From an optimization exercise on the open Yosys and OpenROAD flow, aimed at small area, a short achievable clock period and few clock cycles; shortcuts taken in it are not production practice.
Function was checked by simulation only, so behaviour that the tests miss may differ from the original.
Power and IR drop assume default switching activity.

$ cat flow/config.mk
export PLATFORM = sky130hd
export DESIGN_NAME = dash_vm
export DESIGN_NICKNAME = dash_vm
export VERILOG_FILES = /design/flow/design.v
export SDC_FILE = /design/flow/constraint.sdc
export NUM_CORES = 4
export LEC_CHECK = 0
export CAP_MARGIN = 20
export CELL_PAD_IN_SITES_DETAIL_PLACEMENT = 1
export CORE_MARGIN = 2
export CORE_UTILIZATION = 25
export GPL_ROUTABILITY_DRIVEN = 1
export PLACE_DENSITY = 0.4
export SLEW_MARGIN = 20
$ cat flow/constraint.sdc
create_clock -name core_clock -period 12.0 [get_ports {clk}]
set_input_delay 2.4000 -clock core_clock [delete_from_list [all_inputs] [get_ports {clk}]]
set_output_delay 2.4000 -clock core_clock [all_outputs]
set_load 0.01 [all_outputs]
$ cat flow/design.v
`default_nettype none
module dash_vm (
    input  wire        clk,
    input  wire        rst,           
    input  wire        start,
    input  wire [15:0] prog_len,
    output wire [15:0] prog_addr,
    input  wire [31:0] prog_data,
    input  wire [15:0] pool_len,
    output wire [15:0] pool_addr,
    input  wire [31:0] pool_data,
    output reg  [1:0]  status,
    output wire [2:0]  result_tag,
    output wire [23:0] result_data,
    output reg  [3:0]  fault_kind,
    output reg  [23:0] fault_pc
);
    localparam FRAMES = 4;           
    localparam HEAP   = 16;
    localparam ST_IDLE = 2'd0, ST_RUN = 2'd1, ST_HALT = 2'd2, ST_FAULT = 2'd3;
    localparam [2:0] T_NUM = 3'd0, T_SYM = 3'd1, T_DSYM = 3'd2, T_COMP = 3'd3, T_CLO = 3'd4;
    localparam [3:0] K_NUM = 4'd0, K_SYM = 4'd1, K_DSYM = 4'd2,
                     K_MHDR = 4'd3, K_DHDR = 4'd4, K_MVAR = 4'd5;
    localparam [3:0] F_ENC = 4'd1, F_TYPE = 4'd2, F_TAG = 4'd3, F_SOVF = 4'd4,
                     F_SUNF = 4'd5, F_NOMATCH = 4'd6, F_IOR = 4'd7, F_UNDEF = 4'd8,
                     F_AOVF = 4'd9, F_HEAP = 4'd10;
    localparam [3:0] OP_LOADI = 4'd0, OP_LOADS = 4'd1, OP_LOADSD = 4'd2, OP_LOADC = 4'd3,
                     OP_ADD = 4'd4, OP_SUB = 4'd5, OP_MOVE = 4'd6, OP_JMP = 4'd7,
                     OP_HALT = 4'd8, OP_CALL = 4'd9, OP_CALLCL = 4'd10, OP_RET = 4'd11,
                     OP_MAKECL = 4'd12, OP_MATCH = 4'd13;
    localparam [4:0] S_FETCH  = 5'd0,  S_DEC    = 5'd1,  S_LC_G   = 5'd2,  S_LC_D   = 5'd3,
                     S_LSD_G  = 5'd4,  S_LSD_HD = 5'd5,  S_LSD_D  = 5'd6,  S_RB     = 5'd7,
                     S_RC     = 5'd8,  S_ARG    = 5'd9,  S_CFIN   = 5'd10, S_CAP    = 5'd11,
                     S_RET    = 5'd12, S_MA     = 5'd13, S_MB     = 5'd14, S_MH_G   = 5'd15,
                     S_MH_D   = 5'd16, S_MV_D   = 5'd17, S_MC_G   = 5'd18, S_MC_D   = 5'd19,
                     S_MS_G   = 5'd20, S_MS_D   = 5'd21, S_MP_D   = 5'd22, S_SK_P   = 5'd23,
                     S_SK_D   = 5'd24, S_SC_D   = 5'd25;
    reg [26:0] rf   [0:FRAMES*32-1];     
    reg [FRAMES*32-1:0] vld;             
    reg [26:0] heap [0:HEAP-1];          
    reg [23:0] ret_pc  [0:FRAMES-1];
    reg [4:0]  ret_reg [0:FRAMES-1];
    reg [4:0]  state;
    reg [23:0] pc;
    reg [15:0] pa;                       
    reg        oob;                      
    reg [15:0] plen, klen;               
    reg [1:0]  fp;                       
    reg [4:0]  hp;                       
    reg [31:0] ir;
    reg [4:0]  ri;                       
    reg [26:0] u;                        
    reg [26:0] result;
    reg [4:0]  cnt;
    reg [15:0] ka;                       
    reg [15:0] q;                        
    reg [15:0] s;                        
    reg [15:0] cs;                       
    reg [23:0] need;                     
    reg [23:0] sneed;                    
    reg [23:0] ncases;
    reg [23:0] ci;                       
    reg        root;
    reg        bad_bind;
    reg        wpass;                    
    reg [26:0] subj;
    reg [31:0] pe;                       
    reg [31:0] tried, case_vars, bm, bmu;
    reg        wq_en;
    reg [6:0]  wq_addr;
    reg [26:0] wq_data;
    reg        hq_en;
    reg [3:0]  hq_addr;
    reg [26:0] hq_data;
    always @(posedge clk) begin
        if (wq_en) rf[wq_addr] <= wq_data;
        if (hq_en) heap[hq_addr] <= hq_data;
    end
    wire [31:0] iw  = (state == S_DEC) ? prog_data : ir;
    wire [3:0]  op  = iw[31:28];
    wire [4:0]  fa  = iw[27:23];
    wire [4:0]  fb  = iw[22:18];
    wire [4:0]  fc  = iw[17:13];
    wire [22:0] imm = iw[22:0];
    reg enc_bad;
    always @(*) begin
        case (op)
            OP_LOADI, OP_LOADS, OP_LOADSD, OP_LOADC: enc_bad = 1'b0;
            OP_ADD, OP_SUB, OP_CALL, OP_CALLCL, OP_MAKECL, OP_MATCH:
                enc_bad = (iw[12:0] != 13'd0);
            OP_MOVE:          enc_bad = (iw[17:0] != 18'd0);
            OP_JMP:           enc_bad = (iw[27:23] != 5'd0);
            OP_HALT, OP_RET:  enc_bad = (iw[27:0] != 28'd0);
            default:          enc_bad = 1'b1;
        endcase
    end
    wire [6:0]  ridx = {fp, ri};
    wire [26:0] rv   = rf[ridx];
    wire        rok  = vld[ridx];
    wire [2:0]  rtag = rv[26:24];
    wire [23:0] rpay = rv[23:0];
    wire        w0   = wq_en && (wq_addr == 7'd0);
    wire        vld0 = vld[0] | w0;
    wire [26:0] rf0  = w0 ? wq_data : rf[0];
    wire [3:0]  pk   = pool_data[31:28];
    wire [3:0]  par  = pool_data[27:24];
    wire [23:0] ppay = pool_data[23:0];
    wire        pscalar = (pk == K_NUM) || (pk == K_SYM) || (pk == K_DSYM);
    wire        pdhdr   = (pk == K_DHDR);
    wire [4:0]  clo_k    = u[23:19];
    wire [3:0]  clo_base = u[3:0];
    wire [23:0] clo_pc   = heap[clo_base][23:0];
    wire [26:0] cap_val  = heap[clo_base + 4'd1 + cnt[3:0]];
    wire [24:0] sum  = {u[23], u[23:0]} + {rpay[23], rpay};
    wire [24:0] diff = {u[23], u[23:0]} - {rpay[23], rpay};
    wire [24:0] ares = (op == OP_ADD) ? sum : diff;
    wire        aovf = ares[24] != ares[23];
    wire [5:0]  heap_need = {1'b0, hp} + 6'd1 + {1'b0, fc};
    wire        heap_ok   = heap_need <= HEAP;
    wire        top_frame = (fp == 2'd3);
    wire [1:0]  fpn       = fp + 2'd1;
    wire [23:0] pc1      = pc + 24'd1;
    wire [23:0] pc_case  = pc + 24'd1 + ci;
    wire        last_case = (ci + 24'd1 == ncases);
    wire [4:0]  bind_reg  = fc + pe[4:0];
    wire [26:0] se_val    = pdhdr ? {T_COMP, 8'd0, s} : {pk[2:0], ppay};
    assign prog_addr   = pa;
    assign pool_addr   = ka;
    assign result_tag  = result[26:24];
    assign result_data = result[23:0];
    wire        need1     = (need == 24'd1);
    wire [23:0] need_item = pdhdr ? need + {20'd0, par} - 24'd1 : need - 24'd1;
    wire        item_last = need1 && (!pdhdr || par == 4'd0);
    wire        pe_dhdr   = (pe[31:28] == K_DHDR);
    wire [23:0] need_pe   = pe_dhdr ? need + {20'd0, pe[27:24]} - 24'd1 : need - 24'd1;
    wire        pe_last   = need1 && (!pe_dhdr || pe[27:24] == 4'd0);
    wire        sk_last   = (sneed == 24'd1) && (!pdhdr || par == 4'd0);
    wire [23:0] sneed_item = pdhdr ? sneed + {20'd0, par} - 24'd1 : sneed - 24'd1;
    reg [FRAMES*32-1:0] vclr;
    reg [FRAMES*32-1:0] vset;
    always @(*) begin
        vset = {FRAMES*32{1'b0}};
        if (wq_en) vset[wq_addr] = 1'b1;
    end
    task fault(input [3:0] k);
        begin
            status     <= ST_FAULT;
            fault_kind <= k;
            fault_pc   <= pc;
            pa         <= 16'd0;
            state      <= S_DEC;
        end
    endtask
    task wr(input [1:0] f, input [4:0] r, input [26:0] v);
        begin
            wq_en   <= 1'b1;
            wq_addr <= {f, r};
            wq_data <= v;
        end
    endtask
    task next_pc;
        begin
            pc    <= pc1;
            pa    <= pc[15:0] + 16'd2;
            oob   <= (pc1 >= {8'd0, plen});
            state <= S_DEC;
        end
    endtask
    task jump(input [23:0] t);
        begin
            pc    <= t;
            pa    <= t[15:0];
            state <= S_FETCH;
        end
    endtask
    task finish(input [31:0] m);
        begin
            vclr[{fp, 5'd0} +: 32] = m;
            jump(pc_case);
        end
    endtask
    task next_case;
        begin
            if (last_case) begin
                fault(F_NOMATCH);
            end else begin
                ci    <= ci + 24'd1;
                cs    <= q + 16'd1;
                state <= S_MC_D;
            end
        end
    endtask
    always @(posedge clk) begin
        vclr = {FRAMES*32{1'b0}};
        wq_en <= 1'b0;
        hq_en <= 1'b0;
        if (rst) begin
            status     <= ST_IDLE;
            fault_kind <= 4'd0;
            fault_pc   <= 24'd0;
            result     <= 27'd0;
            pc         <= 24'd0;
            pa         <= 16'd0;
            ka         <= 16'd0;
            q          <= 16'd0;
            s          <= 16'd0;
            state      <= S_DEC;
        end else if (status != ST_RUN) begin
            if (start) begin
                status        <= ST_RUN;
                fault_kind    <= 4'd0;
                pc            <= 24'd0;
                pa            <= 16'd1;      
                oob           <= (prog_len == 16'd0);
                plen          <= prog_len;
                klen          <= pool_len;
                fp            <= 2'd0;
                hp            <= 5'd0;
                vclr[31:0]    = 32'hffffffff;
                state         <= S_DEC;
            end
        end else begin
            case (state)
            S_FETCH: begin
                pa    <= pc[15:0] + 16'd1;
                oob   <= (pc >= {8'd0, plen});
                state <= S_DEC;
            end
            S_DEC: begin
                ir <= prog_data;
                ri <= (op == OP_MATCH) ? fa : (op == OP_RET) ? 5'd0 : fb;
                q  <= imm[15:0];
                ka <= imm[15:0];
                if (oob) fault(F_IOR);
                else if (enc_bad) fault(F_ENC);
                else begin
                    case (op)
                    OP_LOADI: begin wr(fp, fa, {T_NUM, 1'b0, imm}); next_pc; end
                    OP_LOADS: begin wr(fp, fa, {T_SYM, 1'b0, imm}); next_pc; end
                    OP_LOADC:  state <= S_LC_G;
                    OP_LOADSD: state <= S_LSD_G;
                    OP_JMP:    jump(pc1 + {1'b0, imm});
                    OP_HALT: begin
                        if (!vld0) fault(F_UNDEF);
                        else begin
                            result <= rf0;
                            status <= ST_HALT;
                            pa     <= 16'd0;
                        end
                    end
                    OP_RET: begin
                        if (fp == 2'd0) fault(F_SUNF);
                        else state <= S_RET;
                    end
                    OP_MATCH: state <= S_MA;
                    default:  state <= S_RB;    
                    endcase
                end
            end
            S_LC_G: begin
                if ({1'b0, imm} >= {8'd0, klen}) fault(F_IOR);
                else state <= S_LC_D;
            end
            S_LC_D: begin
                if (pscalar) begin wr(fp, fa, {pk[2:0], ppay}); next_pc; end
                else fault(F_TYPE);
            end
            S_LSD_G: begin
                if ({1'b0, imm} >= {8'd0, klen}) fault(F_IOR);
                else begin
                    ka    <= q + 16'd1;
                    state <= S_LSD_HD;
                end
            end
            S_LSD_HD: begin
                if (!pdhdr) fault(F_TYPE);
                else begin
                    need <= {20'd0, par};
                    q    <= q + 16'd1;
                    ka   <= q + 16'd2;
                    if (par == 4'd0) begin
                        wr(fp, fa, {T_COMP, 1'b0, imm});
                        next_pc;
                    end else begin
                        state <= S_LSD_D;
                    end
                end
            end
            S_LSD_D: begin
                if (q >= klen) fault(F_IOR);
                else if (!(pscalar || pdhdr)) fault(F_TYPE);
                else begin
                    need <= need_item;
                    q    <= q + 16'd1;
                    ka   <= q + 16'd2;
                    if (item_last) begin
                        wr(fp, fa, {T_COMP, 1'b0, imm});
                        next_pc;
                    end
                end
            end
            S_RB: begin
                if (!rok) fault(F_UNDEF);
                else begin
                    u   <= rv;
                    cnt <= 5'd1;
                    ri  <= fb + 5'd1;
                    case (op)
                    OP_ADD, OP_SUB: begin ri <= fc; state <= S_RC; end
                    OP_MOVE: begin wr(fp, fa, rv); next_pc; end
                    OP_CALL, OP_MAKECL: begin
                        if (rtag != T_NUM) fault(F_TAG);
                        else if (rpay[23]) fault(F_IOR);
                        else if ({1'b0, fb} + {1'b0, fc} > 6'd31) fault(F_IOR);
                        else begin
                            if (op == OP_CALL && !top_frame) vclr[{fpn, 5'd0} +: 32] = 32'hffffffff;
                            state <= (fc == 5'd0) ? S_CFIN : S_ARG;
                        end
                    end
                    default: begin  
                        if (rtag != T_CLO) fault(F_TYPE);
                        else if ({1'b0, fb} + {1'b0, fc} > 6'd31) fault(F_IOR);
                        else if ({1'b0, fc} + {1'b0, rpay[23:19]} > 6'd31) fault(F_IOR);
                        else begin
                            if (!top_frame) vclr[{fpn, 5'd0} +: 32] = 32'hffffffff;
                            state <= (fc == 5'd0) ? S_CFIN : S_ARG;
                        end
                    end
                    endcase
                end
            end
            S_RC: begin
                if (!rok) fault(F_UNDEF);
                else if (u[26:24] != T_NUM) fault(F_TYPE);
                else if (rtag != T_NUM) fault(F_TYPE);
                else if (aovf) fault(F_AOVF);
                else begin
                    wr(fp, fa, {T_NUM, ares[23:0]});
                    next_pc;
                end
            end
            S_ARG: begin
                if (!rok) fault(F_UNDEF);
                else begin
                    if (op == OP_MAKECL) begin
                        if (heap_ok) begin
                            hq_en   <= 1'b1;
                            hq_addr <= hp[3:0] + cnt[3:0];
                            hq_data <= rv;
                        end
                    end else if (!top_frame) begin
                        wr(fpn, cnt, rv);
                    end
                    cnt <= cnt + 5'd1;
                    ri  <= ri + 5'd1;
                    if (cnt == fc) state <= S_CFIN;
                end
            end
            S_CFIN: begin
                cnt <= 5'd0;
                if (op == OP_MAKECL) begin
                    if (!heap_ok) fault(F_HEAP);
                    else begin
                        hq_en   <= 1'b1;
                        hq_addr <= hp[3:0];
                        hq_data <= {T_NUM, u[23:0]};
                        wr(fp, fa, {T_CLO, fc, 15'd0, hp[3:0]});
                        hp <= heap_need[4:0];
                        next_pc;
                    end
                end else if (top_frame) begin
                    fault(F_SOVF);
                end else if (op == OP_CALLCL && clo_k != 5'd0) begin
                    state <= S_CAP;
                end else begin
                    fp           <= fpn;
                    ret_pc[fpn]  <= pc1;
                    ret_reg[fpn] <= fa;
                    jump((op == OP_CALL) ? u[23:0] : clo_pc);
                end
            end
            S_CAP: begin
                wr(fpn, fc + 5'd1 + cnt, cap_val);
                cnt <= cnt + 5'd1;
                if (cnt + 5'd1 == clo_k) begin
                    fp           <= fpn;
                    ret_pc[fpn]  <= pc1;
                    ret_reg[fpn] <= fa;
                    jump(clo_pc);
                end
            end
            S_RET: begin
                if (!rok) fault(F_UNDEF);
                else begin
                    wr(fp - 2'd1, ret_reg[fp], rv);
                    fp <= fp - 2'd1;
                    jump(ret_pc[fp]);
                end
            end
            S_MA: begin
                if (!rok) fault(F_UNDEF);
                else begin
                    subj  <= rv;
                    ri    <= fb;
                    state <= S_MB;
                end
            end
            S_MB: begin
                if (!rok) fault(F_UNDEF);
                else if (rtag != T_NUM) fault(F_TAG);
                else if (rpay[23]) fault(F_IOR);
                else if (rpay >= {8'd0, klen}) fault(F_IOR);
                else begin
                    q     <= rpay[15:0];
                    ka    <= rpay[15:0];
                    state <= S_MH_G;
                end
            end
            S_MH_G: begin
                ka    <= q + 16'd1;
                state <= S_MH_D;
            end
            S_MH_D: begin
                if (pk != K_MHDR) fault(F_TYPE);
                else if (ppay == 24'd0) fault(F_NOMATCH);
                else begin
                    ncases   <= ppay;
                    cs       <= q + 16'd1;
                    q        <= q + 16'd1;
                    ka       <= q + 16'd2;
                    ci       <= 24'd0;
                    need     <= 24'd1;
                    root     <= 1'b1;
                    bad_bind <= 1'b0;
                    state    <= S_MV_D;
                end
            end
            S_MV_D: begin
                if (q >= klen) fault(F_IOR);
                else if (pk == K_MHDR || (pk == K_MVAR && root) ||
                         !(pscalar || pdhdr || pk == K_MVAR)) begin
                    fault(F_TYPE);
                end else begin
                    root <= 1'b0;
                    q    <= q + 16'd1;
                    ka   <= q + 16'd2;
                    if (pk == K_MVAR && ({19'd0, fc} + {1'b0, ppay} > 25'd31)) bad_bind <= 1'b1;
                    if (!item_last) begin
                        need <= need_item;
                    end else if (!last_case) begin
                        ci   <= ci + 24'd1;
                        need <= 24'd1;
                        root <= 1'b1;
                    end else if (bad_bind || (pk == K_MVAR && ({19'd0, fc} + {1'b0, ppay} > 25'd31))) begin
                        fault(F_IOR);
                    end else begin
                        q     <= cs;
                        ka    <= cs;
                        ci    <= 24'd0;
                        tried <= 32'd0;
                        wpass <= 1'b0;
                        state <= S_MC_G;
                    end
                end
            end
            S_MC_G: begin
                cs    <= q;
                ka    <= q + 16'd1;
                state <= S_MC_D;
            end
            S_MC_D: begin
                if (pscalar) begin
                    if (subj[26:24] == pk[2:0] && subj[23:0] == ppay) begin
                        finish(tried);
                    end else begin
                        q  <= q + 16'd1;
                        ka <= q + 16'd2;
                        next_case;
                    end
                end else if (subj[26:24] == T_COMP) begin
                    pe   <= pool_data;
                    s    <= subj[15:0];
                    ka   <= subj[15:0];
                    need <= 24'd1;
                    if (!wpass) begin
                        case_vars <= 32'd0;
                        bm        <= 32'd0;
                        bmu       <= 32'd0;
                    end
                    state <= S_MS_G;
                end else begin
                    case_vars <= 32'd0;
                    need      <= {20'd0, par};
                    q         <= q + 16'd1;
                    ka        <= q + 16'd2;
                    if (par == 4'd0) next_case;
                    else state <= S_SC_D;
                end
            end
            S_MS_G: begin
                ka    <= q + 16'd1;
                state <= S_MS_D;
            end
            S_MP_D: begin
                pe    <= pool_data;
                ka    <= q + 16'd1;
                state <= S_MS_D;
            end
            S_MS_D: begin
                if (pe[31:28] == K_MVAR) begin
                    if (!wpass) begin
                        if (bm[bind_reg]) bmu[bind_reg] <= 1'b1;
                        bm[bind_reg]        <= 1'b1;
                        case_vars[bind_reg] <= 1'b1;
                    end else if (!bmu[bind_reg]) begin
                        wr(fp, bind_reg, se_val);
                    end
                    q    <= q + 16'd1;
                    s    <= s + 16'd1;
                    need <= need - 24'd1;
                    if (need1) begin
                        if (wpass) begin
                            finish((tried & ~bm) | bmu);
                        end else begin
                            wpass <= 1'b1;
                            q     <= cs;
                            ka    <= cs;
                            state <= S_MC_G;
                        end
                    end else if (pdhdr && par != 4'd0) begin
                        sneed <= {20'd0, par};
                        ka    <= s + 16'd1;
                        state <= S_SK_P;
                    end else begin
                        ka    <= s + 16'd1;
                        state <= S_MP_D;
                    end
                end else if (pk == pe[31:28] && ppay == pe[23:0] &&
                             (!pdhdr || par == pe[27:24])) begin
                    q    <= q + 16'd1;
                    s    <= s + 16'd1;
                    need <= need_item;
                    if (item_last) begin
                        if (wpass) begin
                            finish((tried & ~bm) | bmu);
                        end else begin
                            wpass <= 1'b1;
                            q     <= cs;
                            ka    <= cs;
                            state <= S_MC_G;
                        end
                    end else begin
                        ka    <= s + 16'd1;
                        state <= S_MP_D;
                    end
                end else begin
                    q    <= q + 16'd1;
                    ka   <= q + 16'd2;
                    need <= need_pe;
                    if (pe_last) begin
                        tried <= tried | case_vars;
                        next_case;
                    end else begin
                        state <= S_SC_D;
                    end
                end
            end
            S_SK_P: begin
                pe    <= pool_data;
                ka    <= s + 16'd1;
                state <= S_SK_D;
            end
            S_SK_D: begin
                s     <= s + 16'd1;
                sneed <= sneed_item;
                if (sk_last) begin
                    ka    <= q + 16'd1;
                    state <= S_MS_D;
                end else begin
                    ka    <= s + 16'd2;
                end
            end
            S_SC_D: begin
                q    <= q + 16'd1;
                ka   <= q + 16'd2;
                if (pk == K_MVAR) case_vars[fc + ppay[4:0]] <= 1'b1;
                need <= need_item;
                if (item_last) begin
                    tried <= tried | case_vars | ((pk == K_MVAR) ? (32'd1 << (fc + ppay[4:0])) : 32'd0);
                    next_case;
                end
            end
            default: state <= S_DEC;
            endcase
        end
        vld <= (vld | vset) & ~vclr;
    end
endmodule
`default_nettype wire
$ cat flow/run.sh
#!/bin/bash
# synth_recipe.tcl (not shown) runs the flow's synth.tcl, then flattens the netlist and writes it again
# the make line also repeats each setting of config.mk as NAME=value (left out here)
make -C /OpenROAD-flow-scripts/flow DESIGN_CONFIG=/design/flow/config.mk WORK_HOME=/design/flow/orfs CLKGATE_MAP_FILE= SYNTH_SCRIPT=/design/flow/synth_recipe.tcl finish
==> results.json <==
{
  "status": "no timing/DRC/antenna violations",
  "dpl.cell_count": 24740,
  "hold_viol": 0,
  "synth_xor_area_share_pct": 1.876,
  "overflow": 0,
  "cts_hold_buf": 0,
  "grt_pass1_vias": 136700,
  "synthSimpleGateAreaFrac_pct": 5.739,
  "cp-start-kind": "flip-flop",
  "ff2ff_path_depth": 27,
  "grt_max_degree": 130,
  "syn_nets": 13960,
  "top_register": "rf",
  "start_util_pct": 25.03,
  "clk_latency_ns": 1.12,
  "die-area_um2": 859000,
  "place_congestion": 0.9433,
  "r2r-end": "pc[2]",
  "period_needed_ns": 10.22,
  "clock.fmax_mhz": 97.84,
  "critPathKind": "flip-flop to flip-flop",
  "drv_cap": 0,
  "drtIter0Drc": 15430,
  "vias": 134900,
  "drtPass1Iterations": 9,
  "top_regs": "rf: 3456 flops, heap: 432 flops, vld: 128 flops",
  "instances_no_fill": 25740,
  "cts_tree": "done",
  "crit_fanout": 45,
  "grt_pass1_wl_mm": 1197,
  "wl_per_cell_um": 34.14,
  "cts_root_buf": "clkbuf_16",
  "cp_data_arrival_time_ns": 11.23,
  "clock-sinks": 4766,
  "multiInputGateArea_um2": 69610,
  "mostFrequentLayoutCells": "edfxtp_1 (4480), mux4_2 (1164), nor2_1 (825)",
  "tns_ns": 0,
  "grt_antenna_before_repair": 70,
  "htree_levels": 6,
  "synth_ff_type": "edfxtp_1",
  "mostFrequentLayoutCell": "edfxtp_1",
  "slew_headroom_pct": 13.74,
  "drive_gt1_share_pct": 19.63,
  "ys_seq_elements": 4766,
  "synth_fa_ha_area_share_pct": 2.011,
  "totalWireLength_mm": 878.8,
  "r2r_slack_ns": 1.78,
  "rows": 339,
  "ys_warn_count": 1,
  "crit_required_ns": 13.01,
  "clock_path_buffers": 4,
  "setup_viol": 0,
  "grt_usage_pct": 19.73,
  "cts_made_buffers": 534,
  "async_flop_share_pct": 0,
  "fillers": 88660,
  "die_x_um": 926.8,
  "io_buffers": 187,
  "fin_worst_skew_ns": 0.07129,
  "hold_path_class": "flip-flop to flip-flop",
  "worstHoldStart": "ka[11]",
  "syn_to_final_growth_pct": 16.83,
  "post_cts_buffers": 0,
  "rsz0062_at_grt": "no",
  "avgSynthCellArea_um2": 15.74,
  "power_density_nw_per_um2": 151.4,
  "cts_resized": 0,
  "path_clk_slew_ns": 0.06,
  "postLayoutCoreUtil_pct": 29.25,
  "synthMuxAreaShare_pct": 14.43,
  "final.period_utilization_pct": 85.17,
  "r2r-start": "ri[0]",
  "min_path_cells": 2,
  "drc_errors": 0,
  "stdcell_area_um2": 248700,
  "synth_cells": 13520,
  "pin_count": 188,
  "netlist_area_um2": 212900,
  "ys_seq_area_share_pct": 65.88,
  "core-area_um2": 850400,
  "max-vdd-ir-drop_mv": 0.1506,
  "die_h_um": 926.8,
  "largest_reg_flops": 3456,
  "synth_compound_area_share_pct": 7.827,
  "register_area_um2": 140300,
  "placed_area_um2": 231900,
  "vias_per_cell": 5.239,
  "synth.distinct_cells": 98,
  "crit_path_end_kind": "flip-flop",
  "synth_edf_count": 4480,
  "maxSlewViolCount": 0,
  "worst_pin_slew_ns": 1.294,
  "dpl.hpwl_mm": 562.5,
  "fin_nets": 14450,
  "ant_nets": 0,
  "leakage_nw": 79.79,
  "fin_hold_ws_ns": 0.4744,
  "synth_top_family_by_area": "multiplexers",
  "hold_end": "ka[11]"
}
cell type report:
class	instances	area share [%]
multi-input combinational	7650	27.98
inverter	280	0.4271
tap	11250	5.660
clock inverter	276	0.9587
clock buffer	684	5.754
sequential	4766	56.39
antenna	44	0.04426
timing repair buffer	788	2.782
logic make-up (layout without fill, tap and decap cells):
| group | Yosys count | in the layout |
|---|---|---|
| other | 0 | 44 |
| buffers and inverters | 1108 | 2028 |
| AO/OA/AOI/OAI | 2552 | 2552 |
| multiplexers | 1608 | 1608 |
| XOR/XNOR | 445 | 445 |
| flip-flops | 4766 | 4766 |
| AND/OR/NAND/NOR | 2710 | 2710 |
| adder cells (fa/ha/maj) | 335 | 335 |
worst max-delay path, cell delays in order (launching register included):
cell      delay [ns]
edfxtp_1        0.88
buf_12          0.33
buf_12          0.33
mux4_2          0.55
mux4_2          0.50
mux4_2          0.62
nand2_1         0.31
nand2_2         0.33
inv_1           0.20
ha_1            0.25
o21ai_0         0.14
a311oi_2        0.40
nand4_1         0.39
o31ai_1         0.40
xnor2_1         0.11
ha_1            0.36
nand2_1         0.11
o311ai_0        0.80
a311oi_1        0.30
o21ai_0         0.43
a31o_2          0.27
nor2_1          0.06
o221a_2         0.25
nor3_2          0.62
nor2_4          0.06
buf_4           0.30
or4_1           0.55
a21oi_1         0.14
routing by layer:
layer | up-vias | part of all wire [%] | global-route usage, %
met5 | - | 0.0090 | 0
met4 | 12 | 3.1 | 5.137
met3 | 1142 | 6.9 | 3.312
met2 | 5275 | 46 | 31.49
met1 | 73250 | 44 | 27.89
li1 | 55180 | - | -
worst max-delay path by stage:
stage               slack (ns)     start  depth (start not counted)         end
global placement          1.78     ri[0]                         24  wq_data[9]
floorplan                 0.65  state[2]                         23    tried[0]
global route              1.41     ri[0]                         27       pc[2]
detailed placement        1.88     ri[0]                         29  wq_data[8]
CTS                       1.81     ri[0]                         29  wq_data[7]
finish                    1.78     ri[0]                         27       pc[2]
power by group:
group	total, W	switching (W)	internal [W]
combinational	0.00343	0.00230	0.00114
sequential	0.0181	0.0000814	0.0180
clock	0.0161	0.00716	0.00898
cells in the mapped netlist (all sizes together), types with 77 or more instances:
master | instances | area, um2
o22ai | 96 | 600.6
edfxtp | 4480 | 134500
a211oi | 103 | 773.2
o21ai | 614 | 3073
xnor2 | 272 | 2382
mux2i | 405 | 4066
ha | 323 | 4041
a22oi | 125 | 938.4
nand4 | 77 | 481.7
xor2 | 166 | 1454
o221ai | 87 | 762.0
nand2 | 821 | 3087
a21o | 81 | 608.1
clkbuf | 549 | 2061
dfxtp | 286 | 5725
nor3 | 133 | 686.9
a221o | 123 | 1231
nor2 | 981 | 3685
a221oi | 127 | 1112
inv | 280 | 1051
mux4 | 1164 | 26220
buf | 279 | 1659
a21oi | 704 | 3523
nand3 | 223 | 1116
per-stage QoR:
step                power [W]  setup slack, ns
floorplan             0.02026           0.6542
global placement      0.02183            1.776
detailed placement    0.02184            1.880
CTS                   0.03802            1.808
global route          0.03875            1.405
finish                0.03767            1.780
Testbench counts, summed over its fixed seeds: cycles 50,367.

==> port drivers added, routing unchanged <==
No port has a modelled driver above. Below, the same layout with a new extraction and two added sets of constraints. Step 1 (the two cells are an assumption about what drives the block):
set clk [get_ports {clk}]
set_driving_cell -lib_cell sky130_fd_sc_hd__clkbuf_16 $clk
set_driving_cell -lib_cell sky130_fd_sc_hd__buf_2 [delete_from_list [all_inputs] $clk]
Step 2 adds t to the input delays and takes it off the output delays; t is the mean of the earliest and latest rising clock arrival at the registers after step 1. Input paths then give back, and output paths get back, about the clock's delay inside the block. Three values: no drivers, after step 1, after step 2; two values: the first two.
shift t [ns]: 1.221
setup WS [ns]: 1.780 / 1.780 / 1.780
hold WS [ns]: 0.474 / 0.474 / 0.474
worst setup path at the end: register to register
clock arrival spread, ns: 0.076 / 0.076
After both steps this run still meets setup and hold. The setup slack of this run moves by 0.000 ns with the drivers and by 0.000 ns with both steps.
